Context: an optimization exercise on an open-source flow, tuned for small area and a short achievable clock period. The choices shown serve that exercise and are no tape-out recipe.
In this exercise RTL edits were held to simulation tests only and were not proved equivalent to the original.
Power is estimated from default activity; no workload was simulated.

Setup of build 58:
// hpcalc_core
module hpcalc_core (
    input  wire        clk,
    input  wire        rst,        
    input  wire [9:0]  word,       
    input  wire [5:0]  kin,        
    output reg  [2:0]  rom,        
    output reg  [7:0]  off,        
    output reg         latch,      
    output reg  [11:0] s,          
    output reg  [3:0]  p,          
    output reg         fault,      
    output reg  [55:0] a,
    output reg  [55:0] b,
    output reg  [55:0] c
);
    wire [1:0] cls = word[1:0];
    wire [1:0] grp = word[3:2];
    wire [3:0] n4  = word[9:6];
    wire [1:0] sop = word[5:4];
    wire [5:0] m6  = word[9:4];
    wire is_jnc  = (cls == 2'b11);
    wire is_jc   = (cls == 2'b01);
    wire is_reg  = (cls == 2'b10);
    wire is_ctrl = (cls == 2'b00);
    wire is_stat = is_ctrl && (grp == 2'b01);
    wire is_ptr  = is_ctrl && (grp == 2'b11);
    wire is_wait = is_ctrl && (grp == 2'b10);
    wire is_misc = is_ctrl && (grp == 2'b00);
    wire misc_nop    = is_misc && (m6 == 6'b000000);
    wire misc_selrom = is_misc && (m6[2:0] == 3'b001);
    wire misc_ret    = is_misc && (m6 == 6'b000010);
    wire misc_keys   = is_misc && (m6 == 6'b000011);
    wire misc_waitnk = is_misc && (m6 == 6'b000100);
    wire illegal =
        (is_stat && sop == 2'b11 && n4 != 4'd0) ||
        (is_ptr  && sop[1]       && n4 != 4'd0) ||
        (is_misc && !(misc_nop || misc_selrom || misc_ret || misc_keys || misc_waitnk));
    wire [2:0] fld = word[4:2];
    reg  [13:0] mask;
    integer j;
    always @(*) begin
        for (j = 0; j < 14; j = j + 1) begin
            case (fld)
                3'd0: mask[j] = (p == j);
                3'd1: mask[j] = (j >= 3) && (j <= 12);
                3'd2: mask[j] = (j <= 2);
                3'd3: mask[j] = 1'b1;
                3'd4: mask[j] = (j <= p);
  ...
export LEC_CHECK = 0
export CAP_MARGIN = 20
export CORE_MARGIN = 2
export CORE_UTILIZATION = 40
export SLEW_MARGIN = 20
create_clock -name core_clock -period 40.0 [get_ports {clk}]
standard.sh (not shown) runs the stock make flow with config.mk's settings and CLKGATE_MAP_FILE= SYNTH_SCRIPT=/design/flow/synth_recipe.tcl, a recipe that flattens the netlist after the stock synthesis.
==> flow/flow/run.sh <==
#!/bin/bash
set -uo pipefail
export BUFFER_PORTS_ARGS="-buffer_cell sky130_fd_sc_hd__buf_1"
export SETUP_SLACK_MARGIN=26.5
export SETUP_MOVE_SEQUENCE="unbuffer,sizeup,swap"
bash standard.sh > standard_flow.log 2>&1
[inputs] build 4 vs build 58
diff --git a/flow/flow/run.sh b/flow/flow/run.sh
--- a/flow/flow/run.sh
+++ b/flow/flow/run.sh
@@ -1,0 +2,9 @@
+# Layout flow: the standard ORFS flow (standard.sh), with these changes:
+#  - synthesis is the standard flow's own synthesis script (synth_recipe.tcl and ORFS's
+#    synth.tcl, so the same registers and names), except that ABC maps the
+#    logic with flow/abc_map.script (delay mapping with area recovery, no
+#    buffering: placement removes ABC's buffers and buffers the nets itself),
+#    and that no full or half adder cells are extracted (ADDER_MAP_FILE
+#    empty), so ABC maps the adders' logic together with the rest;
+#  - the port buffers are the smallest buffer (buf_1) instead of the delay
+#    buffer that buffer_ports picks by itself;
@@ -2,0 +12 @@
+W=$(pwd)
@@ -6 +16,14 @@
-bash standard.sh > standard_flow.log 2>&1
+export TNS_END_PERCENT=0
+export ADDER_MAP_FILE=
+export CTS_ARGS="-sink_clustering_enable -repair_clock_nets -dont_use_dummy_load"
+
+sed 's#  log_cmd abc {\*}$abc_args#  log_cmd abc {*}[lreplace $abc_args 1 1 '"$W"'/flow/abc_map.script]#' \
+    "$FLOW_HOME/scripts/synth.tcl" > "$W/synth_abc.tcl"
+grep -q 'flow/abc_map.script' "$W/synth_abc.tcl" || { echo "synth.tcl: abc call not found"; exit 1; }
+sed "s#source \$::env(SCRIPTS_DIR)/synth.tcl#source $W/synth_abc.tcl#" "$W/synth_recipe.tcl" > "$W/synth_wrap.tcl"
+grep -q 'synth_abc.tcl' "$W/synth_wrap.tcl" || { echo "synth_recipe.tcl: source line not found"; exit 1; }
+sed "s#SYNTH_SCRIPT=[^ ]*#SYNTH_SCRIPT=$W/synth_wrap.tcl#" "$W/standard.sh" > "$W/synth_step.sh"
+grep -q 'synth_wrap.tcl' "$W/synth_step.sh" || { echo "standard.sh: SYNTH_SCRIPT not found"; exit 1; }
+
+bash "$W/synth_step.sh" synth > "$W/synth_flow.log" 2>&1 || { echo "synthesis failed"; exit 1; }
+bash "$W/standard.sh" > "$W/standard_flow.log" 2>&1
==> flow/flow/abc_map.script (new file) <==
&get -n
&st
&dch
&nf -R 1000
&put
topo
stime -c
upsize -c
dnsize -c
==> run notes <==
No run among build 58 and build 4 stopped early or left any final violation; all are clean. Looking at clock network power consumption, build 4 sits 20% lower than build 58 does. Changes observed in build 4 relative to build 58: via count of the first global-routing pass down about 1%; met3 wire length down 16%; well tap count down 11%; worst setup slack up 0.21 ns; worst-case register-to-register setup slack up 0.28 ns. | worst voltage drop across the vdd grid | build 4 vs build 58 | worse |. Min detailed-placement wirelength estimate across build 58 and build 4: build 4. Build 4 vs build 58 — shortest clock period the worst path allows after layout dropped 0.21 ns. Looking only at post-route clock period utilization, and setting everything else aside, the lower value of build 58 and build 4 goes to build 4. Diff build 58 and build 4: count of clock-buffer cells in the layout lower in build 4.
## Diff of input files: build 41 against build 4
==> flow/flow/run.sh <==
#!/bin/bash
set -uo pipefail
export BUFFER_PORTS_ARGS="-buffer_cell sky130_fd_sc_hd__buf_1"
export SETUP_SLACK_MARGIN=28
export SETUP_MOVE_SEQUENCE="unbuffer,sizeup,swap"
bash standard.sh > standard_flow.log 2>&1
diff --git a/flow/config.mk b/flow/config.mk
--- a/flow/config.mk
+++ b/flow/config.mk
@@ -10,0 +11 @@
+export CTS_BUF_LIST = sky130_fd_sc_hd__clkbuf_8
removed: flow/flow/abc_map.script
### Flow results
- Sequential cell power: build 4 vs build 41 — no meaningful difference
- Diff build 4 -> build 41 | number of instances in the placed design | increase of 0.46%
- The sequential cell count on build 4 is in line with that on build 41.
- Changes observed in build 41 relative to build 4: sequential share of layout area now sits lower, core utilization +1.8 points, number of vias per cell after detailed routing down 1.6%, portion of total power attributed to sequential cells moved down.
- Going from build 4 to build 41, total track usage lost 0.39 points, combinational group share of total power went up, met2 usage in global routing went down.
Modified inputs, build 17 compared to build 41
==> flow/flow/run.sh <==
#!/bin/bash
set -uo pipefail
W=$(pwd)
export BUFFER_PORTS_ARGS="-buffer_cell sky130_fd_sc_hd__buf_1"
export SETUP_SLACK_MARGIN=26.5
export SETUP_MOVE_SEQUENCE="unbuffer,sizeup,swap"
export TNS_END_PERCENT=0
export CTS_ARGS="-sink_clustering_enable -repair_clock_nets -dont_use_dummy_load"

sed 's#  log_cmd abc {\*}$abc_args#  log_cmd abc {*}[lreplace $abc_args 1 1 '"$W"'/flow/abc_map.script]#' \
    "$FLOW_HOME/scripts/synth.tcl" > "$W/synth_abc.tcl"
grep -q 'flow/abc_map.script' "$W/synth_abc.tcl" || { echo "synth.tcl: abc call not found"; exit 1; }
sed "s#source \$::env(SCRIPTS_DIR)/synth.tcl#source $W/synth_abc.tcl#" "$W/synth_recipe.tcl" > "$W/synth_wrap.tcl"
grep -q 'synth_abc.tcl' "$W/synth_wrap.tcl" || { echo "synth_recipe.tcl: source line not found"; exit 1; }
sed "s#SYNTH_SCRIPT=[^ ]*#SYNTH_SCRIPT=$W/synth_wrap.tcl#" "$W/standard.sh" > "$W/synth_step.sh"
grep -q 'synth_wrap.tcl' "$W/synth_step.sh" || { echo "standard.sh: SYNTH_SCRIPT not found"; exit 1; }

bash "$W/synth_step.sh" synth > "$W/synth_flow.log" 2>&1 || { echo "synthesis failed"; exit 1; }
bash "$W/standard.sh" > "$W/standard_flow.log" 2>&1
==> flow/flow/abc_map.script (new file) <==
&get -n
&st
&dch
&nf -R 1000
&put
topo
stime -c
upsize -c
dnsize -c
diff --git a/flow/config.mk b/flow/config.mk
--- a/flow/config.mk
+++ b/flow/config.mk
@@ -11 +10,0 @@
-export CTS_BUF_LIST = sky130_fd_sc_hd__clkbuf_8
Notes after the runs:
Comparing build 41 and build 17, total routed wire length on the met1 layer is higher on build 41.
| time the worst path needs with I/O delays and setup | build 17 vs build 41 | worse |
On flip-flop and latch share of the layout cell area, the lower figure sits with build 41, not build 17.
Slack of the critical path: build 17 < build 41
Of the two values seen for most common cell after layout, fill and taps aside, nand2_1 was produced by build 17 and buf_1 by build 41.
Modified inputs, build 95 compared to build 17
diff --git a/flow/flow/run.sh b/flow/flow/run.sh
--- a/flow/flow/run.sh
+++ b/flow/flow/run.sh
@@ -7,2 +6,0 @@
-export TNS_END_PERCENT=0
-export CTS_ARGS="-sink_clustering_enable -repair_clock_nets -dont_use_dummy_load"
==> run notes <==
- Going from build 17 to build 95, power grew by a little under 10%.
- From build 17 to build 95, worst path buffer plus inverter count did not move at all.
- Going from build 17 to build 95, fraction of the cycle the final worst path needs shrinks by 0.39 points.
- Re global-route usage: build 95 is 0.18 points up on build 17.
- Between build 95 and build 17, it is build 95 whose worst hold slack is lower, by 0.016 ns.
- | combinational power | higher: build 95 |
- Reported for build 17 and build 95, placed cell count turned out identical to the last digit.
- Build 95 vs build 17: summed area of non-filler cells in the final layout up

==> static timing again, ports no longer ideal <==
The flow's constraints put no driver on any port. The routed layouts listed below were extracted and timed again, unchanged, in two steps. Step 1, drivers: a clkbuf_16 drives clk and a buf_2 each remaining input, both assumed. Step 2, shift: input delay + t, output delay - t, t = (earliest + latest rising clock arrival at the registers) / 2. This alone moves slack from input paths to output paths. Three values: ideal, step 1, step 2; two values: the first two.
run	t (ns)	setup slack, ns	worst register clock-pin slew, ns
build 58	0.534	26.587 / 26.589 / 26.055	0.08 / 0.08
build 4	0.505	26.794 / 26.813 / 26.308	0.08 / 0.08
build 41	0.605	26.693 / 26.699 / 26.094	0.11 / 0.11
build 17	0.510	26.299 / 26.333 / 25.823	0.08 / 0.08
build 95	0.521	26.453 / 26.474 / 25.953	0.09 / 0.09
After both steps every run listed still meets setup and hold. For build 41, which loses most, drivers alone change the setup slack by +0.006 ns; drivers and shift together by -0.599 ns.
